This is an optimization exercise on Yosys and OpenROAD, whose aim is small area, not a production implementation. In this exercise RTL edits were held to simulation tests only and were not proved equivalent to the original. Power and IR drop assume default switching activity.

**flow/design.v**
```verilog
`default_nettype none
module apds9930_bb (
    input  wire        clk,
    input  wire        rst,
    input  wire        cmd_valid,
    output wire        cmd_ready,
    input  wire [47:0] cmd_word,
    output reg         rsp_valid,
    output wire [1:0]  rsp_err,
    output wire [5:0]  rsp_nack,
    output wire [31:0] rsp_data,
    output wire        scl_out,
    output wire        sda_out,
    input  wire        scl_in,
    input  wire        sda_in
);
    localparam [3:0] OP_START = 4'h1, OP_STOP = 4'h2, OP_SEND = 4'h3,
                     OP_WACK  = 4'h4, OP_READ = 4'h5, OP_CHECK = 4'h6,
                     OP_WRREG = 4'h8, OP_RDREG = 4'h9, OP_WRCMD = 4'hA,
                     OP_WRPAIR = 4'hB, OP_RDPAIR = 4'hC, OP_LUX = 4'hD,
                     OP_RDST  = 4'hE, OP_CLRF = 4'hF;
    localparam [2:0] T_S = 3'd0, T_P = 3'd1, T_D = 3'd2, T_W = 3'd3, T_R = 3'd4;
    reg        busy;
    reg [3:0]  op;
    reg [1:0]  fr;
    reg [7:0]  ra;        
    reg [15:0] rb;        
    reg [31:0] R;         
    reg [3:0]  seg;       
    reg        hf;        
    reg [4:0]  stp;       
    reg [1:0]  ph;        
    reg        fin;       
    reg        scl_r, sda_r, active, nakf;
    reg [5:0]  nackv;
    reg [1:0]  err;
    assign cmd_ready = ~busy;
    assign scl_out   = scl_r;
    assign sda_out   = sda_r;
    assign rsp_err   = err;
    assign rsp_nack  = nackv;
    assign rsp_data  = R;
    wire [3:0]  in_op = cmd_word[47:44];
    wire [3:0]  in_f  = cmd_word[43:40];
    wire [7:0]  in_a  = cmd_word[39:32];
    wire [15:0] in_b  = cmd_word[31:16];
    wire [15:0] in_c  = cmd_word[15:0];
    reg in_legal;
    always @(*) begin
        case (in_op)
            OP_START, OP_STOP, OP_WACK, OP_RDST, OP_CLRF:
                in_legal = (cmd_word[43:0] == 44'd0);
            OP_SEND, OP_RDREG, OP_WRCMD:
                in_legal = (in_f == 4'd0) && (in_b == 16'd0) && (in_c == 16'd0);
            OP_READ:
                in_legal = (in_f[3:1] == 3'd0) && (in_a == 8'd0) && (in_b == 16'd0) && (in_c == 16'd0);
            OP_CHECK:
                in_legal = (in_f == 4'd0) && !in_a[7] && (in_b == 16'd0) && (in_c == 16'd0);
            OP_WRREG:
                in_legal = (in_f == 4'd0) && (in_b[15:8] == 8'd0) && (in_c == 16'd0);
            OP_WRPAIR:
                in_legal = (in_f == 4'd0) && (in_c == 16'd0);
            OP_RDPAIR:
                in_legal = (in_f[3:1] == 3'd0) && (in_b == 16'd0) && (in_c == 16'd0);
            OP_LUX:
                in_legal = (in_f[3:2] == 2'd0);
            default:
                in_legal = 1'b0;
        endcase
    end
    wire in_need_active = (in_op == OP_SEND) || (in_op == OP_WACK) || (in_op == OP_READ);
    wire in_need_idle   = (in_op == OP_CHECK) || (in_op[3] && in_op <= OP_RDPAIR);
    wire in_state_ok    = !((in_need_active && !active) || (in_need_idle && active));
    wire in_ok          = in_legal && in_state_ok;
    wire in_bus         = (in_op <= OP_RDPAIR);
    wire in_lux         = (in_op == OP_LUX);
    wire pair = (op == OP_WRPAIR) || (op == OP_RDPAIR);
    function [2:0] seg_type;
        input [3:0] o;
        input [3:0] i;
        begin
            case (o)
                OP_START: seg_type = T_S;
                OP_STOP:  seg_type = T_P;
                OP_SEND:  seg_type = T_D;
                OP_WACK:  seg_type = T_W;
                OP_READ:  seg_type = T_R;
                default:
                    case (i)
                        4'd0: seg_type = T_S;
                        4'd1: seg_type = T_D;
                        4'd2: seg_type = T_W;
                        4'd3: seg_type = (o == OP_CHECK) ? T_P : T_D;
                        4'd4: seg_type = T_W;
                        4'd5: seg_type = (o == OP_WRCMD) ? T_P :
                                         (o == OP_WRREG || o == OP_WRPAIR) ? T_D : T_S;
                        4'd6: seg_type = (o == OP_WRREG || o == OP_WRPAIR) ? T_W : T_D;
                        4'd7: seg_type = (o == OP_WRREG || o == OP_WRPAIR) ? T_P : T_W;
                        4'd8: seg_type = T_R;
                        default: seg_type = T_P;
                    endcase
            endcase
        end
    endfunction
    wire [6:0] a_inc = ra[6:0] + {6'd0, hf};
    reg  [7:0] cbyte;
    always @(*) begin
        if (op == OP_SEND) cbyte = ra;
        else case (seg)
            4'd1: cbyte = (op == OP_CHECK) ? {ra[6:0], 1'b0} : 8'h72;
            4'd3: cbyte = (op == OP_WRCMD) ? ra :
                          (op == OP_WRREG || op == OP_WRPAIR) ? {1'b1, a_inc} :
                          {1'b1, a_inc[6], 1'b1, a_inc[4:0]};
            4'd5: cbyte = hf ? rb[15:8] : rb[7:0];
            default: cbyte = 8'h73;
        endcase
    end
    function [3:0] step_act;
        input [2:0] t;
        input [4:0] s;
        input [7:0] v;
        input       ack;
        begin
            case (t)
                T_S: step_act = s[0] ? {2'b11 ^ {1'b0, s[1]}, 2'b00} : {2'b00, 1'b1, ~s[1]};
                T_P: step_act = s[0] ? {2'b00, 1'b1, s[1]} : {1'b1, s[1], 2'b00};
                T_W: step_act = (s[1:0] == 2'd0) ? 4'b0011 : {1'b1, ~s[1], 2'b00};
                T_D: case (s[1:0])
                        2'd0: step_act = {3'b001, v[3'd7 - s[4:2]]};
                        2'd1: step_act = 4'b1100;
                        2'd2: step_act = 4'b1000;
                        default: step_act = 4'b0011;
                     endcase
                default: begin
                    if (s == 5'd0 || s == 5'd20) step_act = 4'b0011;
                    else if (s <= 5'd16) step_act = {1'b1, s[0], 2'b00};
                    else if (s == 5'd17) step_act = {3'b001, ~ack};
                    else step_act = {1'b1, ~s[0], 2'b00};
                end
            endcase
        end
    endfunction
    wire [2:0] ct      = seg_type(op, seg);
    wire [3:0] c_act   = step_act(ct, stp, cbyte, fr[0] && op == OP_READ);
    wire [3:0] f_act   = step_act(seg_type(in_op, 4'd0), 5'd0, in_a, 1'b0);
    wire       last_st = (ct == T_S || ct == T_P) ? (stp == 5'd3) :
                         (ct == T_W) ? (stp == 5'd2) :
                         (ct == T_D) ? (stp == 5'd31) : (stp == 5'd20);
    wire       last_sg = (op <= OP_READ) || (ct == T_P && (!pair || hf));
    wire [4:0] stp_inc = (ct == T_D && stp[1:0] == 2'd2 && stp[4:2] != 3'd7) ? stp + 5'd2 : stp + 5'd1;
    wire       smp_ack = (ct == T_W) && (stp == 5'd2);
    wire       smp_bit = (ct == T_R) && !stp[0] && (stp != 5'd0) && (stp <= 5'd16);
    wire [2:0] kidx    = (op == OP_WACK || seg == 4'd2) ? 3'd0 : (seg == 4'd4) ? 3'd1 : 3'd2;
    wire [2:0] k       = hf ? kidx + 3'd3 : kidx;
    wire [6:0]  lc  = {stp, ph};
    wire        sgn = hf;
    wire        p1  = ~lc[4];
    reg  [15:0] k0, k1;
    always @(*) begin
        if (p1)       begin k0 = 16'd254;  k1 = 16'd571;   end
        else if (sgn) begin k0 = 16'd7000; k1 = 16'd13034; end
        else          begin k0 = 16'd5222; k1 = 16'd9037;  end
    end
    wire [15:0] tt  = (rb[0] ? k0 : 16'd0) - (R[0] ? k1 : 16'd0);
    wire [15:0] ss  = R[31:16] + tt;
    wire [8:0]  r1  = rb[8:0];
    wire [7:0]  r2  = {fin, rb[15:9]};
    wire [3:0]  r3  = seg;
    wire        g3  = (fr == 2'd3);
    wire        dx  = ~lc[6] & R[31] & ~sgn;
    wire [9:0]  r1p = {r1, dx};
    wire        q1  = (r1p >= 10'd375);
    wire [9:0]  r1n = q1 ? r1p - 10'd375 : r1p;
    wire [4:0]  r3p = {r3, q1};
    wire        q3  = g3 ? (r3p >= 5'd15) : q1;
    wire [4:0]  r3n = (g3 && q3) ? r3p - 5'd15 : r3p;
    wire [8:0]  r2p = {r2, q3};
    wire [9:0]  r2s = {1'b0, r2p} + {2'b0, ra};
    wire        q2  = r2s[9] | r2s[8];
    wire [7:0]  r2n = q2 ? r2s[7:0] : r2p[7:0];
    reg  [6:0]  lend;
    always @(*) begin
        case (fr)
            2'd0: lend = 7'd74;
            2'd1: lend = 7'd71;
            2'd2: lend = 7'd70;
            default: lend = 7'd71;
        endcase
    end
    wire accept = cmd_valid && !busy;
    always @(posedge clk) begin
        if (rst) begin
            busy      <= 1'b0;
            rsp_valid <= 1'b0;
            scl_r     <= 1'b1;
            sda_r     <= 1'b1;
            active    <= 1'b0;
            nakf      <= 1'b0;
        end else begin
            rsp_valid <= 1'b0;
            if (!busy) begin
                if (accept) begin
                    op    <= in_op;
                    fr    <= in_f[1:0];
                    ra    <= in_a;
                    rb    <= in_b;
                    nackv <= 6'd0;
                    seg   <= 4'd0;
                    hf    <= 1'b0;
                    stp   <= {4'd0, in_bus};
                    ph    <= 2'd0;
                    fin   <= 1'b0;
                    R     <= {16'd0, (in_ok && in_lux) ? in_c[15:6] : 10'd0,
                              (in_ok && in_lux) ? in_c[5:0] :
                              (in_ok && in_op == OP_RDST) ? {sda_in, scl_in, sda_r, scl_r, nakf, active} : 6'd0};
                    err   <= !in_legal ? 2'd1 : !in_state_ok ? 2'd2 : 2'd0;
                    if (!in_ok || (!in_bus && !in_lux)) begin
                        rsp_valid <= 1'b1;
                        if (in_ok && in_op == OP_CLRF) nakf <= 1'b0;
                    end else begin
                        busy <= 1'b1;
                        if (in_bus) begin
                            if (in_op == OP_START) active <= 1'b1;
                            if (in_op == OP_STOP)  active <= 1'b0;
                            if (f_act[3]) scl_r <= f_act[2];
                            if (f_act[1]) sda_r <= f_act[0];
                        end
                    end
                end
            end else if (op == OP_LUX) begin
                ph  <= ph + 2'd1;
                if (ph == 2'd3) stp <= stp + 5'd1;
                if (!lc[5] && !lc[6]) begin
                    R[31:16] <= (lc == 7'd15) ? 16'd0 : {ss[15], ss[15:1]};
                    R[15:0]  <= {p1 ? R[0] : ss[0], R[15:1]};
                    rb       <= {p1 & rb[0], rb[15:1]};
                    if (lc == 7'd15) hf <= ~ss[15];
                    if (lc == 7'd31) hf <= ss[15];
                end else begin
                    rb[8:0]  <= r1n[8:0];
                    {fin, rb[15:9]} <= r2n;
                    seg      <= r3n[3:0];
                    R        <= {R[30:0], q2};
                    if (lc == lend) begin
                        busy      <= 1'b0;
                        rsp_valid <= 1'b1;
                    end
                end
            end else begin
                ph <= ph + 2'd1;
                if (ph == 2'd3) begin
                    if (smp_ack) begin
                        nackv[k] <= sda_in;
                        if (sda_in) nakf <= 1'b1;
                        if (op == OP_WACK || op == OP_CHECK)
                            R <= {R[30:0], sda_in ^ (op == OP_CHECK)};
                    end
                    if (smp_bit) begin
                        if (op == OP_RDPAIR && hf && !fr[0])
                            R[15:8] <= {R[14:8], sda_in};
                        else
                            R <= {R[30:0], sda_in};
                    end
                    if (fin) begin
                        busy      <= 1'b0;
                        rsp_valid <= 1'b1;
                    end else begin
                        if (c_act[3]) scl_r <= c_act[2];
                        if (c_act[1]) sda_r <= c_act[0];
                        if (last_st) begin
                            stp <= 5'd0;
                            if (last_sg) fin <= 1'b1;
                            if (ct == T_P) begin
                                seg <= 4'd0;
                                hf  <= 1'b1;
                            end else begin
                                seg <= seg + 4'd1;
                            end
                        end else begin
                            stp <= stp_inc;
                        end
                    end
                end
            end
        end
    end
endmodule
`default_nettype wire
```
**flow/run.sh**
```bash
#!/bin/bash
# synth_recipe.tcl (not shown) runs the flow's synth.tcl, then flattens the netlist and writes it again
# the make line also repeats each setting of config.mk as NAME=value (left out here)
make -C /OpenROAD-flow-scripts/flow DESIGN_CONFIG=/design/flow/config.mk WORK_HOME=/design/flow/orfs CLKGATE_MAP_FILE= SYNTH_SCRIPT=/design/flow/synth_recipe.tcl finish
```
**flow/config.mk**
```make
export PLATFORM = sky130hd
export DESIGN_NAME = apds9930_bb
export DESIGN_NICKNAME = apds9930_bb
export VERILOG_FILES = /design/flow/design.v
export SDC_FILE = /design/flow/constraint.sdc
export NUM_CORES = 4
export LEC_CHECK = 0
export ABC_AREA = 1
export CAP_MARGIN = 20
export CORE_MARGIN = 2
export CORE_UTILIZATION = 40
export SLEW_MARGIN = 20
```
**flow/constraint.sdc**
```tcl
create_clock -name core_clock -period 190.0 [get_ports {clk}]
set_input_delay 38.0000 -clock core_clock [delete_from_list [all_inputs] [get_ports {clk}]]
set_output_delay 38.0000 -clock core_clock [all_outputs]
set_load 0.01 [all_outputs]
```
==> results of run 1 <==
-- power breakdown --
part           total (mW)  switching (mW)  internal [mW]
Combinational      0.0123         0.00750        0.00479
Sequential         0.0231        0.000927         0.0222
Clock              0.0193         0.00895         0.0104
-- layer usage --
metal | global-route usage [%] | vias to the layer above
li1 | - | 4314
met2 | 39.1 | 255
met4 | 7.36 | 0
met5 | 0 | -
met3 | 3.85 | 38
met1 | 33.9 | 3919
-- cells by family (layout without fill, tap and decap cells) --
family                     after synthesis  after routing  share of synthesized area [%]
AOI/OAI and AO/OA                      285            285                           18.9
xor gates and xnor gates                18             18                           1.84
adders and majority gates               57             57                           9.38
buffers and inverters                  248            338                           11.4
DFF                                     89             89                           30.5
and+or+nand+nor                        545            545                           28.0
-- metrics by stage --
step	hold slack (ns)	std cells	area, µm²	util (%)
3_5_place_dp	0.508	1591	9780	46.5
5_1_grt	0.544	1607	10100	48.0
2_1_floorplan	0.452	1242	8560	-
3_3_place_gp	0.479	1591	9780	46.5
6_report	0.520	1607	10100	48.0
4_1_cts	0.524	1607	10100	48.0
-- worst min-delay path: stages (launching register included) --
cell and delay, ns:
dfxtp_1 0.34, a21oi_1 0.04, nor2_1 0.10
-- worst min-delay path by stage --
| stage | endpoint | slack, ns | depth (start not counted) |
|---|---|---|---|
| after floorplan | nakf | 0.45 | 2 |
| after global placement | nakf | 0.48 | 2 |
| after detailed placement | nakf | 0.51 | 2 |
| after CTS | nakf | 0.52 | 2 |
| after global routing | nakf | 0.54 | 2 |
| final | nakf | 0.52 | 2 |
-- sequential cells by signal, indices dropped and copies added (netlist names), 2 cells and up --
name	flops
R	32
rb	16
ra	8
nackv	6
stp	5
op	4
seg	4
err	2
fr	2
ph	2
-- cell usage in the layout, fill, tap and decap left out, types with 2 or more instances in the layout --
master             n
a211oi_1           3
a22oi_1            9
o211ai_1          19
or2_2             11
o31ai_1            3
nand2_2            7
inv_1            203
fa_1              12
inv_6              2
ha_1              45
xnor2_1            5
a21oi_1           94
nand4_1           19
nor2_1           113
nand3_1           88
o21bai_1           2
dfxtp_1            6
nor2_4             6
edfxtp_1          83
o2111ai_1          2
nor3_1            10
clkbuf_16          9
nor2_2             8
nand3b_1           5
o211ai_2           4
o21ai_2            2
clkdlybuf4s50_1   96
o22ai_1           14
clkinv_2           2
nand2_1          269
inv_2             14
buf_4              8
o21ai_0          108
o21ai_1           12
a31oi_1            5
xor2_1            13
nand3_2            2
-- area by class of cell --
type,instances,area [µm²],share of cell area [%]
sequential,89,2610,25.9
timing repair buffer,104,1020,10.1
multi-input combinational,905,4980,49.4
tap,275,344,3.41
clock inverter,7,77.6,0.769
clock buffer,9,225,2.23
inverter,218,818,8.12
==> flow_summary.json, run 1 <==
{
  "status": "finished clean",
  "drtPass1Iterations": 5,
  "r2r_cells": 26,
  "ys.flop_type": "edfxtp_1",
  "yosysSeqAreaShare_pct": 30.5,
  "crit_path_top_delay_cell": "a31oi_1",
  "synth-edff-count": 83,
  "gp_congestion": 0.898,
  "post-synth-top-count-cell": "nand2_1",
  "tightest_slew_ns": 1.09,
  "r2r-start": "stp[4]",
  "first_global_vias": 8170,
  "pre_cts_slack_ns": 149.23,
  "endpoint": "R[13]",
  "clk_pin_slew_ns": 0.07,
  "required_ns": 189.98,
  "slew_viol_final": 0,
  "fmax_mhz": 24.7,
  "setup_viol": 0,
  "start_util_pct": 40.7,
  "cts_tree": "yes",
  "ant_nets": 0,
  "cp-start-kind": "input pin",
  "rsz0062_at_grt": "false",
  "vias_per_cell": 5.31,
  "slew_headroom_pct": 27.3,
  "crit_arrival_ns": 40.39,
  "die_w_um": 150,
  "crit_buf_inv": 4,
  "core_area_um2": 21000,
  "peakVddDrop_v": 0.00000393,
  "power.total_mw": 0.0548,
  "dr_wl_met3_mm": 1.42,
  "finalHoldViolCount": 0,
  "min_period_ns": 40.41,
  "crit_type": "input pin to register",
  "grt_overflow": 0,
  "top_layer_used": "met4",
  "avgRoutedWirePerCell_um": 16.7,
  "antenna_found_initial": 0,
  "post_cts_buffers": 0,
  "cap_violations": 0,
  "fp.dieH_um": 150,
  "synth_commonest_cells": "nand2_1 (269), inv_1 (203), nor2_1 (114), o21ai_0 (109), a21oi_1 (94)",
  "cp_max_fo": 26,
  "cts_root_buffer": "clkbuf_16",
  "hold_start": "nakf",
  "drt-total-wl_mm": 26.9,
  "antennaDiodeCount": 0,
  "syn2layout_area_growth_pct": 17.7,
  "critPathMaxStageDelay_ns": 0.71,
  "cts.path.max_buffers": 2,
  "worstSkewPairLatency_ns": 0.36,
  "yosysWarnings": 1,
  "yosysTopAreaCellShare_pct": 29.1,
  "m1WireLength_mm": 12.8,
  "cts.repair.resized": 0,
  "path_delay_family": "buffers and inverters",
  "grtUsageTotal_pct": 24.4,
  "yosysUniqueCellTypes": 53,
  "hp-class": "register to register",
  "cp-end-kind": "register",
  "die_area_um2": 22600,
  "timing.rr.end": "rb[10]",
  "cts_buffers": 9,
  "finalNetCount": 1437,
  "ios": 97,
  "critical_path.startpoint": "rst",
  "power_density_nw_per_um2": 5.43,
  "cts_max_level": 3,
  "drtIter0Drc": 635,
  "tritoncts_num_sinks": 89,
  "setup_slack_ns": 149.59,
  "syn_inst": 1242,
  "fillerInstances": 2132,
  "synth_top_area_cell": "edfxtp_1",
  "synth_area_leaders": "edfxtp_1 (29%), nand2_1 (12%), inv_1 (8.9%)",
  "grt_first_pass_wirelength_mm": 43.2,
  "holdBufCountCts": 0,
  "cpMostUsedCell": "inv_1",
  "netlist_area_um2": 8560,
  "rrSetupSlack_ns": 184.58,
  "fin_skew_ns": 0.00686,
  "async_flop_share_pct": 0,
  "syn-num-nets": 1352,
  "route.met2.wl_mm": 12.1,
  "drcViolationCount": 0,
  "num_rows": 53,
  "port_buffers": 96,
  "via_count": 8526,
  "cp.depth": 7,
  "grt_max_degree": 42,
  "dp_hpwl_mm": 20.8,
  "path_cells": "clkdlybuf4s50_1, nor2_1, inv_1, o21ai_2, buf_4, inv_1, a31oi_1",
  "drive_above_1_share_pct": 6.31,
  "tns_ns": 0,
  "p_leak_nw": 4.51,
  "fin_crit_sh_pct": 21.3,
  "synth_area_per_cell_um2": 6.90,
  "synth_seq_cells": 89
}
==> run 2, diff against run 1 <==
--- a/flow/design.v
+++ b/flow/design.v
@@ -33,11 +33,10 @@
     reg        fin;       
     reg        scl_r, sda_r, active, nakf;
     reg [5:0]  nackv;
-    reg [1:0]  err;
     assign cmd_ready = ~busy;
     assign scl_out   = scl_r;
     assign sda_out   = sda_r;
-    assign rsp_err   = err;
+    assign rsp_err   = {op == 4'h7, op == 4'h0};
     assign rsp_nack  = nackv;
     assign rsp_data  = R;
     wire [3:0]  in_op = cmd_word[47:44];
@@ -102,23 +101,21 @@
             endcase
         end
     endfunction
-    wire [6:0] a_inc = ra[6:0] + {6'd0, hf};
-    reg  [7:0] cbyte;
-    always @(*) begin
-        if (op == OP_SEND) cbyte = ra;
+    wire [2:0] bj = stp[4:2];
+    reg        cbit;
+    always @(*) begin
+        if (op == OP_SEND) cbit = ra[7];
         else case (seg)
-            4'd1: cbyte = (op == OP_CHECK) ? {ra[6:0], 1'b0} : 8'h72;
-            4'd3: cbyte = (op == OP_WRCMD) ? ra :
-                          (op == OP_WRREG || op == OP_WRPAIR) ? {1'b1, a_inc} :
-                          {1'b1, a_inc[6], 1'b1, a_inc[4:0]};
-            4'd5: cbyte = hf ? rb[15:8] : rb[7:0];
-            default: cbyte = 8'h73;
+            4'd1: cbit = (op == OP_CHECK) ? ra[6] : (bj == 3'd1 || bj == 3'd2 || bj == 3'd3 || bj == 3'd6);
+            4'd3: cbit = ra[7] | ((op != OP_WRCMD) && (bj == 3'd0 || (bj == 3'd2 && (op == OP_RDREG || op == OP_RDPAIR))));
+            4'd5: cbit = rb[7];
+            default: cbit = (bj == 3'd1 || bj == 3'd2 || bj == 3'd3 || bj == 3'd6 || bj == 3'd7);
         endcase
     end
     function [3:0] step_act;
         input [2:0] t;
         input [4:0] s;
-        input [7:0] v;
+        input       v;
         input       ack;
         begin
             case (t)
@@ -126,7 +123,7 @@
                 T_P: step_act = s[0] ? {2'b00, 1'b1, s[1]} : {1'b1, s[1], 2'b00};
                 T_W: step_act = (s[1:0] == 2'd0) ? 4'b0011 : {1'b1, ~s[1], 2'b00};
                 T_D: case (s[1:0])
-                        2'd0: step_act = {3'b001, v[3'd7 - s[4:2]]};
+                        2'd0: step_act = {3'b001, v};
                         2'd1: step_act = 4'b1100;
                         2'd2: step_act = 4'b1000;
                         default: step_act = 4'b0011;
@@ -141,8 +138,8 @@
         end
     endfunction
     wire [2:0] ct      = seg_type(op, seg);
-    wire [3:0] c_act   = step_act(ct, stp, cbyte, fr[0] && op == OP_READ);
-    wire [3:0] f_act   = step_act(seg_type(in_op, 4'd0), 5'd0, in_a, 1'b0);
+    wire [3:0] c_act   = step_act(ct, stp, cbit, fr[0] && op == OP_READ);
+    wire [3:0] f_act   = step_act(seg_type(in_op, 4'd0), 5'd0, in_a[7], 1'b0);
     wire       last_st = (ct == T_S || ct == T_P) ? (stp == 5'd3) :
                          (ct == T_W) ? (stp == 5'd2) :
                          (ct == T_D) ? (stp == 5'd31) : (stp == 5'd20);
@@ -200,7 +197,7 @@
             rsp_valid <= 1'b0;
             if (!busy) begin
                 if (accept) begin
-                    op    <= in_op;
+                    op    <= !in_legal ? 4'h0 : !in_state_ok ? 4'h7 : in_op;
                     fr    <= in_f[1:0];
                     ra    <= in_a;
                     rb    <= in_b;
@@ -213,7 +210,6 @@
                     R     <= {16'd0, (in_ok && in_lux) ? in_c[15:6] : 10'd0,
                               (in_ok && in_lux) ? in_c[5:0] :
                               (in_ok && in_op == OP_RDST) ? {sda_in, scl_in, sda_r, scl_r, nakf, active} : 6'd0};
-                    err   <= !in_legal ? 2'd1 : !in_state_ok ? 2'd2 : 2'd0;
                     if (!in_ok || (!in_bus && !in_lux)) begin
                         rsp_valid <= 1'b1;
                         if (in_ok && in_op == OP_CLRF) nakf <= 1'b0;
@@ -265,6 +261,10 @@
                         busy      <= 1'b0;
                         rsp_valid <= 1'b1;
                     end else begin
+                        if (ct == T_D && stp[1:0] == 2'd1) begin
+                            ra <= {ra[6:0], ra[7]};
+                            rb <= {rb[14:0], rb[15]};
+                        end
                         if (c_act[3]) scl_r <= c_act[2];
                         if (c_act[1]) sda_r <= c_act[0];
                         if (last_st) begin
@@ -273,6 +273,7 @@
                             if (ct == T_P) begin
                                 seg <= 4'd0;
                                 hf  <= 1'b1;
+                                ra[6:0] <= ra[6:0] + 7'd1;
                             end else begin
                                 seg <= seg + 4'd1;
                             end
==> flow/flow/run.sh (new file) <==
#!/bin/bash
# Own layout flow: the standard synthesis, then the combinational logic
# of that netlist is re-mapped by ABC with an area script (registers and
# their names/cells untouched), then the standard ORFS layout with
# sky130_fd_sc_hd__buf_1 port buffers.
set -euo pipefail
W=$(pwd)
P=${FLOW_PLATFORM:-sky130hd}
R=$W/orfs/results/$P/apds9930_bb/base
LIB=$FLOW_HOME/platforms/$P/lib/sky130_fd_sc_hd__tt_025C_1v80.lib

bash standard.sh synth > $W/flow_1_standard_synth.log 2>&1

cp $R/1_2_yosys.v $W/std_1_2_yosys.v
DU=""
for c in $(sed -n '/^export DONT_USE_CELLS/,/^$/p' $FLOW_HOME/platforms/$P/config.mk | grep -o 'sky130_fd_sc_hd__[a-z0-9_]*'); do
  DU="$DU -dont_use $c"
done
FF=$(grep -o 'sky130_fd_sc_hd__[a-z0-9_]*' $W/std_1_2_yosys.v | sort -u | grep -E '__(e?df|sdf|dl|dfr|dfs|dfb|edfx)' | tr '\n' ' ')
cat > $W/reabc.ys <<EOS
read_liberty -ignore_miss_func $LIB
blackbox $FF
read_verilog $W/std_1_2_yosys.v
hierarchy -top $FLOW_TOP
flatten
opt -purge
abc -liberty $LIB $DU -script $W/flow/area.abc
opt_clean -purge
hilomap -singleton -hicell sky130_fd_sc_hd__conb_1 HI -locell sky130_fd_sc_hd__conb_1 LO
tee -o $W/reabc_stat.txt stat -liberty $LIB
write_verilog -noattr -nohex -nodec $W/reabc_1_2_yosys.v
EOS
yosys -s $W/reabc.ys > $W/flow_2_reabc_yosys.log 2>&1
yosys -p "read_liberty -lib -ignore_miss_func $LIB; read_verilog $W/reabc_1_2_yosys.v; hierarchy -top $FLOW_TOP; check -assert -mapped" > $W/flow_2b_reabc_check.log 2>&1
# the registers must be the standard synthesis's, by name and cell
diff <(grep -oE '^ *sky130_fd_sc_hd__[a-z0-9_]+ \S+' $W/std_1_2_yosys.v | grep -E '__(e?df|sdf|dl)' | sort) \
     <(grep -oE '^ *sky130_fd_sc_hd__[a-z0-9_]+ \S+' $W/reabc_1_2_yosys.v | grep -E '__(e?df|sdf|dl)' | sort) > $W/flow_2c_reg_diff.log 2>&1
cp $W/reabc_1_2_yosys.v $R/1_2_yosys.v
touch $R/1_2_yosys.v

bash standard.sh finish "BUFFER_PORTS_ARGS=-buffer_cell sky130_fd_sc_hd__buf_1" > $W/flow_3_standard_finish.log 2>&1
==> flow/flow/area.abc (new file) <==
strash
&get -n
&deepsyn -T 180
&put
dch -f
amap
==> flow/standard.sh (new file) <==
#!/bin/bash
# synth_recipe.tcl (not shown) runs the flow's synth.tcl, then flattens the netlist and writes it again
# the make line also repeats each setting of config.mk as NAME=value (left out here)
make -C /OpenROAD-flow-scripts/flow DESIGN_CONFIG=/design/flow/config.mk WORK_HOME=/design/flow/orfs CLKGATE_MAP_FILE= SYNTH_SCRIPT=/design/flow/synth_recipe.tcl "${@:-finish}"
--- a/flow/config.mk
+++ b/flow/config.mk
@@ -6,7 +6,8 @@
 export NUM_CORES = 4
 export LEC_CHECK = 0
 export ABC_AREA = 1
-export CAP_MARGIN = 20
+export CAP_MARGIN = 0
 export CORE_MARGIN = 2
 export CORE_UTILIZATION = 40
-export SLEW_MARGIN = 20
+export CTS_BUF_LIST = sky130_fd_sc_hd__clkbuf_8
+export SLEW_MARGIN = 0
removed: flow/run.sh
==> flow_summary.json, run 2 <==
{
  "port_buffers": 96,
  "layout_commonest_cell": "nor2_1",
  "hp-class": "register to register",
  "drtPass1Iterations": 8,
  "final_cell_area_um2": 6910,
  "ios": 97,
  "grt_max_degree": 34,
  "place_area_um2": 6750,
  "pwr-share-comb_pct": 14.5,
  "p_leak_nw": 2.16,
  "required_ns": 190.22,
  "layout_common_cells": "nor2_1 (154), clkinv_1 (127), buf_1 (96), edfxtp_1 (81), o21ai_0 (81)",
  "num_rows": 45,
  "ant_nets": 0,
  "first_global_vias": 5770,
  "finalNetCount": 947,
  "core_area_um2": 15000,
  "switchingPower_mw": 0.0120,
  "netlist_area_um2": 6100,
  "cts_root_buffer": "clkbuf_8",
  "syn-num-nets": 833,
  "grt_overflow": 0,
  "die_w_um": 127,
  "cts_tree": "yes",
  "seqPwrFrac_pct": 56.2,
  "cap_violations": 0,
  "drive_above_1_share_pct": 2.11,
  "syn2layout_area_growth_pct": 13.2,
  "largestRegisters": "R (32), rb (16), ra (8)",
  "die_area_um2": 16300,
  "vias_per_cell": 5.94,
  "gp_congestion": 1.00,
  "crit_arrival_ns": 40.98,
  "avgRoutedWirePerCell_um": 18.7,
  "crit_type": "input pin to register",
  "fmax_mhz": 24.5,
  "grt_first_pass_wirelength_mm": 31.9,
  "start_util_pct": 40.6,
  "tns_ns": 0,
  "yosysWarnings": 1,
  "drtIter0Drc": 683,
  "p_clk_share_pct": 29.3,
  "rsz0062_at_grt": "false",
  "cts_max_level": 3,
  "antenna_found_initial": 0,
  "drt-total-wl_mm": 20.3,
  "post_cts_buffers": 0,
  "tightest_slew_ns": 1.07,
  "drcViolationCount": 0,
  "cp_max_fo": 6,
  "swShare_pct": 30.0,
  "antennaDiodeCount": 0,
  "cts_buffers": 9,
  "peakVddDrop_v": 0.00000290,
  "holdBufCountCts": 0,
  "finalHoldViolCount": 0,
  "worstSkewPairLatency_ns": 0.38,
  "cp-start-kind": "input pin",
  "dp_hpwl_mm": 15.6,
  "cts.repair.resized": 0,
  "regMostFlops": "R",
  "slew_headroom_pct": 28.0,
  "syn_inst": 780,
  "setup_viol": 0,
  "synth_area_per_cell_um2": 7.82,
  "power_density_nw_per_um2": 5.80,
  "internal_power_mw": 0.0280,
  "cp-end-kind": "register",
  "min_period_ns": 40.76,
  "fp.dieH_um": 127,
  "largest_reg_flops": 32,
  "via_count": 6461,
  "cts.path.max_buffers": 2,
  "grtUsageTotal_pct": 25.2,
  "fin_skew_ns": 0.0110,
  "status": "finished clean",
  "fillerInstances": 1486,
  "tritoncts_num_sinks": 87,
  "slew_viol_final": 0,
  "fin_crit_sh_pct": 21.5,
  "clk_pin_slew_ns": 0.09
}
[run 2: cell count changes in the layout (fill, tap and decap cells not counted), sizes merged, moves of 50 or more]
cell and delta:
inv -219, buf +95, clkinv +124, nand3 -76, nand2 -224, clkdlybuf4s50 -96, a21oi -50
[run 2: per-layer routing]
layer	up-vias	routed length (µm)	global-route usage (%)
met2	291	8760	37.5
met4	0	537	8.73
met3	36	1790	5.49
met1	2962	9230	36.4
met5	-	0	0
li1	3172	-	-
[run 2: cell type report]
class | count | area [µm²] | area share [%]
Multi-Input combinational cell | 570 | 3090 | 44.7
Clock buffer | 9 | 124 | 1.79
Timing Repair Buffer | 103 | 413 | 5.98
Inverter | 123 | 462 | 6.69
Tap cell | 188 | 235 | 3.41
Clock inverter | 7 | 31.3 | 0.453
Sequential cell | 87 | 2550 | 37.0
[run 2: worst paths after layout]
| path | endpoint | from | cells past startpoint | slack, ns |
|---|---|---|---|---|
| worst min-delay path | nakf | nakf | 2 | 0.49 |
| worst min register to register | nakf | nakf | 2 | 0.49 |
| worst max-delay path | R[0] | cmd_word[26] | 10 | 149.24 |
| worst max register to register | R[30] | stp[2] | 31 | 182.27 |
[run 2: metrics by stage]
step | worst slack, ns | hold slack [ns] | utilization (%) | total power [mW] | cells
3_5_place_dp | 148.86 | 0.477 | 44.9 | 0.0286 | 1071
3_3_place_gp | 148.88 | 0.480 | 44.9 | 0.0287 | 1071
6_report | 149.24 | 0.491 | 45.9 | 0.0400 | 1087
4_1_cts | 149.25 | 0.494 | 45.9 | 0.0402 | 1087
5_1_grt | 148.95 | 0.515 | 45.9 | 0.0419 | 1087
2_1_floorplan | 149.46 | 0.447 | - | 0.0264 | 780
[run 2: critical path, cell delays in order]
cell       delay (ns)
buf_1            0.09
or4_1            0.50
or4_1            0.49
nor3_1           0.23
a31oi_1          0.07
nor3_1           0.26
nand2_1          0.14
nor4_1           0.79
a222oi_1         0.27
o2111ai_1        0.15
[run 2: power groups by stage]
stage / sequential, mW / clock (mW) / combinational, mW
2_1_floorplan: 0.0228 / 0 / 0.00359
3_3_place_gp: 0.0229 / 0 / 0.00573
3_5_place_dp: 0.0229 / 0 / 0.00573
4_1_cts: 0.0225 / 0.0120 / 0.00575
5_1_grt: 0.0226 / 0.0127 / 0.00656
6_report: 0.0225 / 0.0117 / 0.00580
==> run 3, diff against run 2 <==
--- a/flow/config.mk
+++ b/flow/config.mk
@@ -6,8 +6,8 @@
 export NUM_CORES = 4
 export LEC_CHECK = 0
 export ABC_AREA = 1
-export CAP_MARGIN = 0
+export CAP_MARGIN = 20
 export CORE_MARGIN = 2
 export CORE_UTILIZATION = 40
 export CTS_BUF_LIST = sky130_fd_sc_hd__clkbuf_8
-export SLEW_MARGIN = 0
+export SLEW_MARGIN = 20
==> flow_summary.json, run 3 <==
{
  "regMostFlops": "R",
  "fin_crit_sh_pct": 21.3,
  "syn2layout_area_growth_pct": 14.4,
  "holdBufCountCts": 0,
  "cts.path.max_buffers": 2,
  "fin_cells": 1097,
  "peakVddDrop_v": 0.00000346,
  "cp-start-kind": "input pin",
  "path_delay_family": "compound AO/OA/AOI/OAI gates",
  "largest_reg_flops": 32,
  "power.total_mw": 0.0442,
  "core_area_um2": 15100,
  "port_buffers": 96,
  "grt_first_pass_wirelength_mm": 32.3,
  "drtIter0Drc": 638,
  "cts.repair.resized": 0,
  "critPathMaxStageDelay_ns": 0.46,
  "antennaDiodeCount": 0,
  "drtPass1Iterations": 8,
  "grtUsageTotal_pct": 25.1,
  "dp_hpwl_mm": 15.5,
  "cts_tree": "yes",
  "status": "finished clean",
  "slew_headroom_pct": 27.0,
  "layout_commonest_cell": "nor2_1",
  "tightest_slew_ns": 1.09,
  "rrSetupSlack_ns": 181.28,
  "cp-end-kind": "register",
  "post_cts_buffers": 0,
  "ios": 97,
  "num_rows": 45,
  "rsz0062_at_grt": "false",
  "cp_max_fo": 7,
  "p_leak_nw": 2.15,
  "min_period_ns": 40.57,
  "required_ns": 190.32,
  "whs_ns": 0.543,
  "layout_common_cells": "nor2_1 (149), clkinv_1 (125), buf_1 (96), o21ai_0 (86), edfxtp_1 (81)",
  "worstSkewPairLatency_ns": 0.39,
  "cap_violations": 0,
  "slew_viol_final": 0,
  "cts_buffers": 9,
  "finalNetCount": 957,
  "largestRegisters": "R (32), rb (16), ra (8)",
  "cpMostUsedCell": "nor2_1",
  "first_global_vias": 6005,
  "cts_max_level": 3,
  "finalHoldViolCount": 0,
  "dp_cells": 1081,
  "die_w_um": 128,
  "drt-total-wl_mm": 20.3,
  "dr_wl_met3_mm": 1.47,
  "drcViolationCount": 0,
  "fp.dieH_um": 128,
  "hp-class": "register to register",
  "synth_area_per_cell_um2": 7.78,
  "gp_congestion": 0.916,
  "grt_max_degree": 40,
  "grt_overflow": 0,
  "via_count": 6524,
  "crit_arrival_ns": 40.89,
  "syn-num-nets": 841,
  "path_cells": "buf_1, clkinv_1, nor2_1, a32oi_1, o211a_1, o32a_1, a2111oi_0, o21a_1, nor2_1, nor2_1, nand3_1, o21a_1, nor3_1, a21oi_1, o21ai_0",
  "ant_nets": 0,
  "tritoncts_num_sinks": 87,
  "drive_above_1_share_pct": 2.64,
  "tns_ns": 0,
  "die_area_um2": 16300,
  "yosysWarnings": 1,
  "top_layer_used": "met4",
  "route.met2.wl_mm": 9.08,
  "crit_path_top_delay_cell": "a2111oi_0",
  "fmax_mhz": 24.7,
  "m1WireLength_mm": 9.34,
  "clk_pin_slew_ns": 0.10,
  "antenna_found_initial": 0,
  "avgRoutedWirePerCell_um": 18.5,
  "syn_inst": 788,
  "vias_per_cell": 5.95,
  "netlist_area_um2": 6130,
  "fin_skew_ns": 0.0115,
  "crit_buf_inv": 2,
  "crit_type": "input pin to register",
  "setup_viol": 0,
  "start_util_pct": 40.6,
  "power_density_nw_per_um2": 6.30,
  "cts_root_buffer": "clkbuf_8"
}
-- run 3: power by group --
group / switching (mW) / internal [mW] / total (mW)
Combinational: 0.00439 / 0.00206 / 0.00645
Clock: 0.00767 / 0.00743 / 0.0151
Sequential: 0.000906 / 0.0217 / 0.0227
-- run 3: layout make-up --
| type | count | area [µm²] |
|---|---|---|
| Sequential cell | 87 | 2550 |
| Fill cell | 1582 | 8080 |
| Multi-Input combinational cell | 577 | 3110 |
| Inverter | 124 | 465 |
| Timing Repair Buffer | 105 | 428 |
| Clock inverter | 7 | 96.3 |
| Clock buffer | 9 | 124 |
| Tap cell | 188 | 235 |
-- run 3: worst register-to-register path: cells and delay by family (launching register included) --
| family | cells | cell delay, ns |
|---|---|---|
| DFF | 1 | 0.74 |
| buffers and inverters | 5 | 1.26 |
| and+or+nand+nor | 17 | 2.64 |
| AOI/OAI and AO/OA | 20 | 3.82 |
-- run 3: worst paths after layout --
path | start | to | depth (start not counted)
max | cmd_word[46] | sda_r | 15
min | nakf | nakf | 1
max reg2reg | stp[2] | hf | 42
min reg2reg | nakf | nakf | 1
-- run 3: through the flow --
stage	setup WS (ns)	utilization, %	instance area, µm²
finish	149.44	46.5	7010
global route	149.01	46.5	7010
CTS	149.49	46.5	7010
detailed placement	149.10	45.0	6790
global placement	149.08	45.0	6790
floorplan	149.34	-	6130
-- run 3: per-layer routing --
layer,GRT usage [%],vias up
met5,0,-
met4,7.89,0
met3,4.47,29
met2,38.8,260
met1,35.8,3020
li1,-,3215
==> run 4, diff against run 3 <==
--- a/flow/design.v
+++ b/flow/design.v
@@ -185,6 +185,8 @@
         endcase
     end
     wire accept = cmd_valid && !busy;
+    always @(posedge clk)
+        ph <= accept ? 2'd0 : ph + 2'd1;
     always @(posedge clk) begin
         if (rst) begin
             busy      <= 1'b0;
@@ -205,11 +207,9 @@
                     seg   <= 4'd0;
                     hf    <= 1'b0;
                     stp   <= {4'd0, in_bus};
-                    ph    <= 2'd0;
                     fin   <= 1'b0;
-                    R     <= {16'd0, (in_ok && in_lux) ? in_c[15:6] : 10'd0,
-                              (in_ok && in_lux) ? in_c[5:0] :
-                              (in_ok && in_op == OP_RDST) ? {sda_in, scl_in, sda_r, scl_r, nakf, active} : 6'd0};
+                    R     <= {16'd0, in_legal ? in_c[15:6] : 10'd0,
+                              in_legal ? in_c[5:0] | ((in_op == OP_RDST) ? {sda_in, scl_in, sda_r, scl_r, nakf, active} : 6'd0) : 6'd0};
                     if (!in_ok || (!in_bus && !in_lux)) begin
                         rsp_valid <= 1'b1;
                         if (in_ok && in_op == OP_CLRF) nakf <= 1'b0;
@@ -224,7 +224,6 @@
                     end
                 end
             end else if (op == OP_LUX) begin
-                ph  <= ph + 2'd1;
                 if (ph == 2'd3) stp <= stp + 5'd1;
                 if (!lc[5] && !lc[6]) begin
                     R[31:16] <= (lc == 7'd15) ? 16'd0 : {ss[15], ss[15:1]};
@@ -243,7 +242,6 @@
                     end
                 end
             end else begin
-                ph <= ph + 2'd1;
                 if (ph == 2'd3) begin
                     if (smp_ack) begin
                         nackv[k] <= sda_in;
==> flow_summary.json, run 4 <==
{
  "r2r-start": "rb[0]",
  "syn-num-nets": 815,
  "crit_type": "input pin to register",
  "cp-start-kind": "input pin",
  "cts.path.max_buffers": 2,
  "gp_congestion": 0.991,
  "path_cells": "buf_1, or4_1, o41ai_1, a32o_1, a31oi_1, nor3_1, o21ai_0, nor2_1, a222oi_1, o2111ai_1",
  "rsz0062_at_grt": "false",
  "tritoncts_num_sinks": 87,
  "required_ns": 190.21,
  "regMostFlops": "R",
  "num_rows": 44,
  "fmax_mhz": 24.4,
  "start_util_pct": 41.3,
  "fp.dieH_um": 127,
  "worstSkewPairLatency_ns": 0.39,
  "power_density_nw_per_um2": 6.69,
  "holdBufCountCts": 0,
  "status": "finished clean",
  "p_leak_nw": 2.14,
  "antennaDiodeCount": 0,
  "final_core_utilization_pct": 47.0,
  "first_global_vias": 6108,
  "drtIter0Drc": 844,
  "min_path_cells": 1,
  "cts.repair.resized": 0,
  "post_cts_buffers": 0,
  "syn2layout_area_growth_pct": 13.9,
  "drive_above_1_share_pct": 2.61,
  "drt-total-wl_mm": 20.8,
  "fin_cells": 1065,
  "ant_nets": 0,
  "dp_cells": 1048,
  "cts_buffers": 9,
  "layout_common_cells": "nor2_1 (147), clkinv_1 (114), buf_1 (96), edfxtp_1 (79), o21ai_0 (79)",
  "dp_hpwl_mm": 15.9,
  "cp_max_fo": 16,
  "largestRegisters": "R (32), rb (16), ra (8)",
  "syn_inst": 762,
  "ios": 97,
  "slew_headroom_pct": 25.0,
  "crit_arrival_ns": 41.20,
  "cap_violations": 0,
  "grt_overflow": 0,
  "drtPass1Iterations": 6,
  "peakVddDrop_v": 0.00000367,
  "setup_viol": 0,
  "crit_path_top_delay_cell": "nor2_1",
  "hold_start": "ph[0]",
  "rrSetupSlack_ns": 181.80,
  "via_count": 6565,
  "layout_commonest_cell": "nor2_1",
  "cts_root_buffer": "clkbuf_8",
  "fin_crit_sh_pct": 21.6,
  "critPathMaxStageDelay_ns": 0.90,
  "synth_area_per_cell_um2": 7.94,
  "timing.rr.end": "R[31]",
  "cts_tree": "yes",
  "min_period_ns": 41.00,
  "hold_path_end": "ph[0]",
  "finalNetCount": 929,
  "hp-class": "register to register",
  "vias_per_cell": 6.16,
  "core_area_um2": 14600,
  "largest_reg_flops": 32,
  "grt_max_degree": 29,
  "tns_ns": 0,
  "cp-end-kind": "register",
  "whs_ns": 0.493,
  "drcViolationCount": 0,
  "antenna_found_initial": 0,
  "netlist_area_um2": 6050,
  "r2r_cells": 41,
  "grtUsageTotal_pct": 25.8,
  "die_area_um2": 16100,
  "grt_first_pass_wirelength_mm": 32.8,
  "avgRoutedWirePerCell_um": 19.5,
  "fin_skew_ns": 0.0171,
  "yosysWarnings": 1,
  "port_buffers": 96,
  "cts_max_level": 3,
  "clk_pin_slew_ns": 0.10,
  "slew_viol_final": 0,
  "die_w_um": 127,
  "tightest_slew_ns": 1.11,
  "finalHoldViolCount": 0
}
run 4: worst max-delay path, delay by kind of cell:
kind	cells	cell delay, ns
AOI/OAI and AO/OA	6	1.40
buffers and inverters	1	0.08
and+or+nand+nor	3	1.71
run 4: layout make-up:
class,instances,area [µm²]
flip-flops and latches,87,2530
inverters,113,424
repair buffers,103,410
well taps,184,230
fillers,1470,7760
clock inverters,7,72.6
multi-input cells,562,3090
clock buffers,9,124
run 4: where the power goes:
group	internal, mW	switching, mW
Clock	0.00614	0.00783
Sequential	0.0221	0.00100
Combinational	0.00287	0.00610
Total	0.0311	0.0149
run 4: layer usage:
layer | routed length [µm] | vias up | GRT usage, %
li1 | - | 3118 | -
met1 | 9350 | 3121 | 35.9
met2 | 9620 | 293 | 41.4
met3 | 1420 | 33 | 3.84
met4 | 408 | 0 | 8.92
met5 | 0 | - | 0
run 4: how the worst max path moves through the flow:
stage | depth (start not counted) | startpoint | to
after global placement | 10 | cmd_word[33] | R[11]
after global routing | 10 | cmd_word[33] | R[8]
after detailed placement | 10 | cmd_word[33] | R[0]
after floorplan | 3 | rst | seg[0]
final | 10 | cmd_word[33] | R[0]
after CTS | 10 | cmd_word[33] | R[0]
run 4: per-stage QoR:
stage	setup WS, ns	power [mW]	area (µm²)
global placement	148.78	0.0322	6690
detailed placement	148.60	0.0324	6690
CTS	148.99	0.0460	6880
finish	149.00	0.0461	6890
global route	148.69	0.0481	6890
floorplan	149.16	0.0291	6050
==> run 5, diff against run 4 <==
--- a/flow/config.mk
+++ b/flow/config.mk
@@ -6,8 +6,8 @@
 export NUM_CORES = 4
 export LEC_CHECK = 0
 export ABC_AREA = 1
-export CAP_MARGIN = 20
+export CAP_MARGIN = 0
 export CORE_MARGIN = 2
 export CORE_UTILIZATION = 40
 export CTS_BUF_LIST = sky130_fd_sc_hd__clkbuf_8
-export SLEW_MARGIN = 20
+export SLEW_MARGIN = 0
==> flow_summary.json, run 5 <==
{
  "status": "finished clean",
  "fin_crit_sh_pct": 21.5,
  "timing.rr.end": "hf",
  "syn-num-nets": 836,
  "die_w_um": 128,
  "hp-class": "register to register",
  "setup_viol": 0,
  "yosysWarnings": 1,
  "cts_buffers": 9,
  "fmax_mhz": 24.5,
  "drt-total-wl_mm": 20.1,
  "fp.dieH_um": 128,
  "pwr-share-comb_pct": 18.8,
  "drive_above_1_share_pct": 2.66,
  "port_buffers": 96,
  "grt_overflow": 0,
  "drtPass1Iterations": 6,
  "swShare_pct": 30.3,
  "p_clk_share_pct": 32.0,
  "cts.path.max_buffers": 2,
  "setup_slack_ns": 149.24,
  "tightest_slew_ns": 1.12,
  "m1WireLength_mm": 8.62,
  "worstSkewPairLatency_ns": 0.38,
  "rsz0062_at_grt": "false",
  "via_count": 6549,
  "drcViolationCount": 0,
  "dp_hpwl_mm": 15.2,
  "ant_nets": 0,
  "cap_violations": 0,
  "hold_start": "ph[0]",
  "avgRoutedWirePerCell_um": 18.4,
  "r2r_cells": 33,
  "fin_skew_ns": 0.0101,
  "slew_headroom_pct": 24.8,
  "internal_power_mw": 0.0326,
  "clk_pin_slew_ns": 0.09,
  "post_cts_buffers": 0,
  "finalNetCount": 951,
  "antenna_found_initial": 0,
  "grt_max_degree": 32,
  "min_path_cells": 1,
  "finalHoldViolCount": 0,
  "crit_arrival_ns": 40.97,
  "vias_per_cell": 6.00,
  "required_ns": 190.21,
  "dr_wl_met3_mm": 1.50,
  "gp_congestion": 0.956,
  "largestRegisters": "R (32), rb (16), ra (8)",
  "hold_path_end": "ph[0]",
  "power_density_nw_per_um2": 6.70,
  "slew_viol_final": 0,
  "route.met2.wl_mm": 9.22,
  "layout_commonest_cell": "nor2_1",
  "drtIter0Drc": 701,
  "holdBufCountCts": 0,
  "cp-start-kind": "input pin",
  "num_rows": 45,
  "pre_cts_slack_ns": 148.95,
  "antennaDiodeCount": 0,
  "syn2layout_area_growth_pct": 14.4,
  "rrSetupSlack_ns": 182.60,
  "largest_reg_flops": 32,
  "ios": 97,
  "seqPwrFrac_pct": 49.2,
  "tns_ns": 0,
  "peakVddDrop_v": 0.00000365,
  "cts_tree": "yes",
  "cts.repair.resized": 0,
  "synth_area_per_cell_um2": 7.80,
  "layout_common_cells": "nor2_1 (165), clkinv_1 (115), buf_1 (96), edfxtp_1 (79), o21ai_0 (62)",
  "whs_ns": 0.452,
  "start_util_pct": 40.6,
  "p_leak_nw": 2.19,
  "die_area_um2": 16300,
  "cp-end-kind": "register",
  "regMostFlops": "R",
  "top_layer_used": "met4",
  "netlist_area_um2": 6110,
  "r2r-start": "stp[2]",
  "min_period_ns": 40.76,
  "core_area_um2": 15000,
  "cts_root_buffer": "clkbuf_8",
  "first_global_vias": 6126,
  "cts_max_level": 3,
  "grtUsageTotal_pct": 24.9,
  "syn_inst": 783,
  "grt_first_pass_wirelength_mm": 31.6,
  "crit_type": "input pin to register",
  "cp_max_fo": 16,
  "switchingPower_mw": 0.0142,
  "tritoncts_num_sinks": 87,
  "power.total_mw": 0.0468,
  "fillerInstances": 1579
}
==> run 5: power by group through the flow <==
stage	clock [mW]	sequential [mW]	combinational, mW
after floorplan	0	0.0234	0.00558
after global placement	0	0.0235	0.00865
after detailed placement	0	0.0234	0.00868
after CTS	0.0152	0.0230	0.00870
after global routing	0.0159	0.0232	0.00989
final	0.0150	0.0230	0.00880
==> run 5: worst max-delay path by stage <==
stage	from	to	slack (ns)	depth (start not counted)
3_3_place_gp	cmd_word[18]	R[4]	148.95	12
2_1_floorplan	rst	seg[0]	149.16	3
3_5_place_dp	cmd_word[18]	R[4]	148.95	12
6_report	cmd_word[18]	R[4]	149.24	12
4_1_cts	cmd_word[18]	R[4]	149.33	12
5_1_grt	cmd_word[18]	R[4]	149.00	12
==> run 5: layout make-up <==
class | count | area [µm²] | area share (%)
Sequential cell | 87 | 2530 | 36.2
Timing Repair Buffer | 104 | 420 | 6.02
Tap cell | 188 | 235 | 3.37
Multi-Input combinational cell | 581 | 3150 | 45.0
Clock buffer | 10 | 138 | 1.97
Clock inverter | 6 | 85.1 | 1.22
Inverter | 115 | 432 | 6.18
==> run 5: routing by layer <==
layer  GRT usage [%]  vias to the layer above
met1            32.4                     3016
met5               0                        -
met4            11.9                        0
met2            40.7                      306
met3            3.89                       46
li1                -                     3181
==> run 5: per-stage QoR <==
| step | util, % | instance area, µm² | instances |
|---|---|---|---|
| 6_report | 46.5 | 6990 | 1091 |
| 5_1_grt | 46.5 | 6990 | 1091 |
| 4_1_cts | 46.5 | 6990 | 1091 |
| 3_5_place_dp | 45.0 | 6770 | 1075 |
| 3_3_place_gp | 45.0 | 6770 | 1075 |
| 2_1_floorplan | - | 6110 | 783 |
==> run 5: worst max-delay path, stage by stage <==
cell	delay (ns)
buf_1	0.09
or4_1	0.52
nor2_1	0.14
a21oi_1	0.06
nor3_1	0.16
a31oi_1	0.06
nor4_1	0.22
o21ai_0	0.16
o21bai_1	0.27
nor2_1	0.88
a222oi_1	0.28
o221ai_1	0.12
==> run 6, diff against run 5 <==
--- a/flow/flow/run.sh
+++ b/flow/flow/run.sh
@@ -17,20 +17,33 @@
   DU="$DU -dont_use $c"
 done
 FF=$(grep -o 'sky130_fd_sc_hd__[a-z0-9_]*' $W/std_1_2_yosys.v | sort -u | grep -E '__(e?df|sdf|dl|dfr|dfs|dfb|edfx)' | tr '\n' ' ')
-cat > $W/reabc.ys <<EOS
+# several seeds of ABC's deepsyn, run side by side; the smallest netlist is kept
+best=""; bestarea=""
+for S in 1 2 3 4; do
+  sed "s/@SEED@/$S/" $W/flow/area.abc > $W/area_$S.abc
+  cat > $W/reabc_$S.ys <<EOS
 read_liberty -ignore_miss_func $LIB
 blackbox $FF
 read_verilog $W/std_1_2_yosys.v
 hierarchy -top $FLOW_TOP
 flatten
 opt -purge
-abc -liberty $LIB $DU -script $W/flow/area.abc
+abc -liberty $LIB $DU -script $W/area_$S.abc
 opt_clean -purge
 hilomap -singleton -hicell sky130_fd_sc_hd__conb_1 HI -locell sky130_fd_sc_hd__conb_1 LO
-tee -o $W/reabc_stat.txt stat -liberty $LIB
-write_verilog -noattr -nohex -nodec $W/reabc_1_2_yosys.v
+tee -o $W/reabc_stat_$S.txt stat -liberty $LIB
+write_verilog -noattr -nohex -nodec $W/reabc_$S.v
 EOS
-yosys -s $W/reabc.ys > $W/flow_2_reabc_yosys.log 2>&1
+  yosys -s $W/reabc_$S.ys > $W/flow_2_reabc_yosys_$S.log 2>&1 &
+done
+wait
+for S in 1 2 3 4; do
+  a=$(grep "Chip area" $W/reabc_stat_$S.txt | awk '{print $NF}') || continue
+  [[ -n "$a" && -f $W/reabc_$S.v ]] || continue
+  if [[ -z "$best" ]] || awk "BEGIN{exit !($a < $bestarea)}"; then best=$S; bestarea=$a; fi
+done
+echo "kept seed $best area $bestarea" > $W/flow_2_reabc_choice.log
+cp $W/reabc_$best.v $W/reabc_1_2_yosys.v
 yosys -p "read_liberty -lib -ignore_miss_func $LIB; read_verilog $W/reabc_1_2_yosys.v; hierarchy -top $FLOW_TOP; check -assert -mapped" > $W/flow_2b_reabc_check.log 2>&1
 # the registers must be the standard synthesis's, by name and cell
 diff <(grep -oE '^ *sky130_fd_sc_hd__[a-z0-9_]+ \S+' $W/std_1_2_yosys.v | grep -E '__(e?df|sdf|dl)' | sort) \
==> flow/flow/area.abc (replaced) <==
strash
&get -n
&deepsyn -T 300 -S @SEED@
&put
dch -f
amap
==> flow_summary.json, run 6 <==
{
  "status": "finished clean",
  "antenna_found_initial": 0,
  "syn_inst": 772,
  "finalHoldViolCount": 0,
  "grt_max_degree": 38,
  "layout_commonest_cell": "nor2_1",
  "p_clk_share_pct": 30.6,
  "yosysWarnings": 1,
  "cts.repair.resized": 0,
  "regMostFlops": "R",
  "cts_max_level": 3,
  "post_cts_buffers": 0,
  "tritoncts_num_sinks": 87,
  "required_ns": 190.22,
  "fmax_mhz": 24.2,
  "cts_tree": "yes",
  "vias_per_cell": 6.13,
  "antennaDiodeCount": 0,
  "swShare_pct": 31.9,
  "seqPwrFrac_pct": 48.9,
  "hold_path_end": "ph[0]",
  "crit_type": "input pin to register",
  "die_area_um2": 16100,
  "die_w_um": 127,
  "cap_violations": 0,
  "cp_max_fo": 11,
  "core_area_um2": 14600,
  "cpMostUsedCell": "nor2_1",
  "whs_ns": 0.496,
  "start_util_pct": 41.4,
  "worstSkewPairLatency_ns": 0.39,
  "grt_overflow": 0,
  "fin_skew_ns": 0.0240,
  "ios": 97,
  "grt_first_pass_wirelength_mm": 31.5,
  "port_buffers": 96,
  "tns_ns": 0,
  "path_cells": "buf_1, or4_1, nor4_1, o21bai_1, a2111oi_0, nor2_1, or4_1, nor2_1, clkinv_1, nor2_1, a221oi_1, o211ai_1",
  "crit_arrival_ns": 41.52,
  "switchingPower_mw": 0.0154,
  "largest_reg_flops": 32,
  "drt-total-wl_mm": 19.9,
  "grtUsageTotal_pct": 24.7,
  "gp_congestion": 0.941,
  "tightest_slew_ns": 1.14,
  "finalNetCount": 938,
  "num_rows": 44,
  "rsz0062_at_grt": "false",
  "cts_buffers": 9,
  "critPathMaxStageDelay_ns": 0.61,
  "clk_pin_slew_ns": 0.09,
  "pwr-share-comb_pct": 20.4,
  "rrSetupSlack_ns": 182.18,
  "via_count": 6579,
  "fin_crit_sh_pct": 21.7,
  "cts_root_buffer": "clkbuf_8",
  "cp-start-kind": "input pin",
  "timing.rr.end": "R[31]",
  "slew_viol_final": 0,
  "layout_common_cells": "nor2_1 (158), clkinv_1 (107), buf_1 (96), o21ai_0 (80), edfxtp_1 (79)",
  "hp-class": "register to register",
  "avgRoutedWirePerCell_um": 18.5,
  "fp.dieH_um": 127,
  "internal_power_mw": 0.0328,
  "setup_viol": 0,
  "netlist_area_um2": 6060,
  "cts.path.max_buffers": 2,
  "slew_headroom_pct": 21.8,
  "crit_path_top_delay_cell": "nor2_1",
  "min_period_ns": 41.30,
  "first_global_vias": 5966,
  "drcViolationCount": 0,
  "drtIter0Drc": 659,
  "power_density_nw_per_um2": 6.99,
  "peakVddDrop_v": 0.00000331,
  "r2r-start": "stp[2]",
  "hold_start": "ph[0]",
  "r2r_cells": 39,
  "p_leak_nw": 2.17,
  "pre_cts_slack_ns": 148.35,
  "drtPass1Iterations": 5,
  "largestRegisters": "R (32), rb (16), ra (8)",
  "syn2layout_area_growth_pct": 14.0,
  "drive_above_1_share_pct": 2.47,
  "ant_nets": 0,
  "setup_slack_ns": 148.70,
  "cp-end-kind": "register",
  "dp_hpwl_mm": 15.1,
  "syn-num-nets": 825,
  "min_path_cells": 1,
  "holdBufCountCts": 0,
  "synth_area_per_cell_um2": 7.84
}
## run 6: cell count changes in the layout (fill, tap and decap cells not counted), sizes merged, moves of 6 or more
cell	change
o22ai	-10
a31oi	+14
nor2	-7
o21ai	+16
clkinv	-6
nand2	+12
o221ai	-7
a21oi	-16
## run 6: critical path, delay by kind of cell
kind / cells / cell delay [ns]
and+or+nand+nor: 6 / 2.43
buffers and inverters: 2 / 0.43
AOI/OAI and AO/OA: 4 / 0.65
## run 6: worst max path at each step
stage	slack (ns)	cells past startpoint	end	startpoint
2_1_floorplan	149.15	6	nackv[0]	rst
3_3_place_gp	148.37	12	R[0]	cmd_word[33]
3_5_place_dp	148.35	12	R[0]	cmd_word[33]
4_1_cts	148.75	12	R[0]	cmd_word[33]
5_1_grt	148.52	12	R[0]	cmd_word[33]
6_report	148.70	12	R[0]	cmd_word[33]
## run 6: metal layers
layer	vias to the layer above	track usage, %	part of all wire [%]
met1	3058	33.9	44
met2	313	39.3	45
met3	48	3.81	7.8
li1	3160	-	-
met5	-	0	0
met4	0	10.3	2.9
## run 6: stage by stage
| stage | cell area, µm² | util, % | total power [mW] | std cells |
|---|---|---|---|---|
| 2_1_floorplan | 6060 | - | 0.0303 | 772 |
| 3_3_place_gp | 6700 | 45.7 | 0.0338 | 1058 |
| 3_5_place_dp | 6700 | 45.7 | 0.0338 | 1058 |
| 4_1_cts | 6910 | 47.2 | 0.0481 | 1073 |
| 5_1_grt | 6910 | 47.2 | 0.0504 | 1073 |
| 6_report | 6910 | 47.2 | 0.0482 | 1073 |
## run 6: area by class of cell
| class | count | area (µm²) |
|---|---|---|
| Timing Repair Buffer | 102 | 405 |
| Tap cell | 184 | 230 |
| Clock inverter | 6 | 86.3 |
| Inverter | 107 | 402 |
| Clock buffer | 9 | 124 |
| Fill cell | 1498 | 7740 |
| Sequential cell | 87 | 2530 |
| Multi-Input combinational cell | 578 | 3130 |
## run 6: power by group through the flow
| stage | Clock (mW) | Sequential (mW) | Combinational (mW) |
|---|---|---|---|
| final | 0.0148 | 0.0236 | 0.00986 |
| after global placement | 0 | 0.0240 | 0.00975 |
| after global routing | 0.0155 | 0.0238 | 0.0111 |
| after CTS | 0.0148 | 0.0236 | 0.00976 |
| after detailed placement | 0 | 0.0240 | 0.00973 |
| after floorplan | 0 | 0.0239 | 0.00635 |

-- static timing again, ports no longer ideal --
How much do the figures lean on ideal ports? The routed layouts below were timed once more, with nothing changed but the port constraints. Step 1 sets driving cells, clkbuf_16 on the clock port and buf_2 on the other inputs (assumed; they add their load-dependent delay and slew). Step 2 times the ports against the registers' clock, not the clock port: input delays grow and output delays shrink by t, the midpoint of the rising clock arrivals with the driver on. Slacks: ideal / step 1 / step 2; pairs: ideal / step 1.
| run | t (ns) | slack for setup (ns) | slew at the worst register clock pin (ns) |
|---|---|---|---|
| run 1 | 0.402 | 149.589 / 149.615 / 149.214 | 0.08 / 0.08 |
| run 2 | 0.417 | 149.237 / 149.253 / 148.835 | 0.09 / 0.09 |
| run 3 | 0.422 | 149.435 / 149.436 / 149.013 | 0.10 / 0.10 |
| run 4 | 0.423 | 149.003 / 149.024 / 148.600 | 0.10 / 0.10 |
| run 5 | 0.414 | 149.240 / 149.256 / 148.841 | 0.10 / 0.10 |
| run 6 | 0.422 | 148.704 / 148.723 / 148.301 | 0.11 / 0.11 |
After both steps every run listed still meets setup and hold. The setup slack of run 3, which loses most, moves by +0.001 ns with the drivers and by -0.422 ns with both steps.
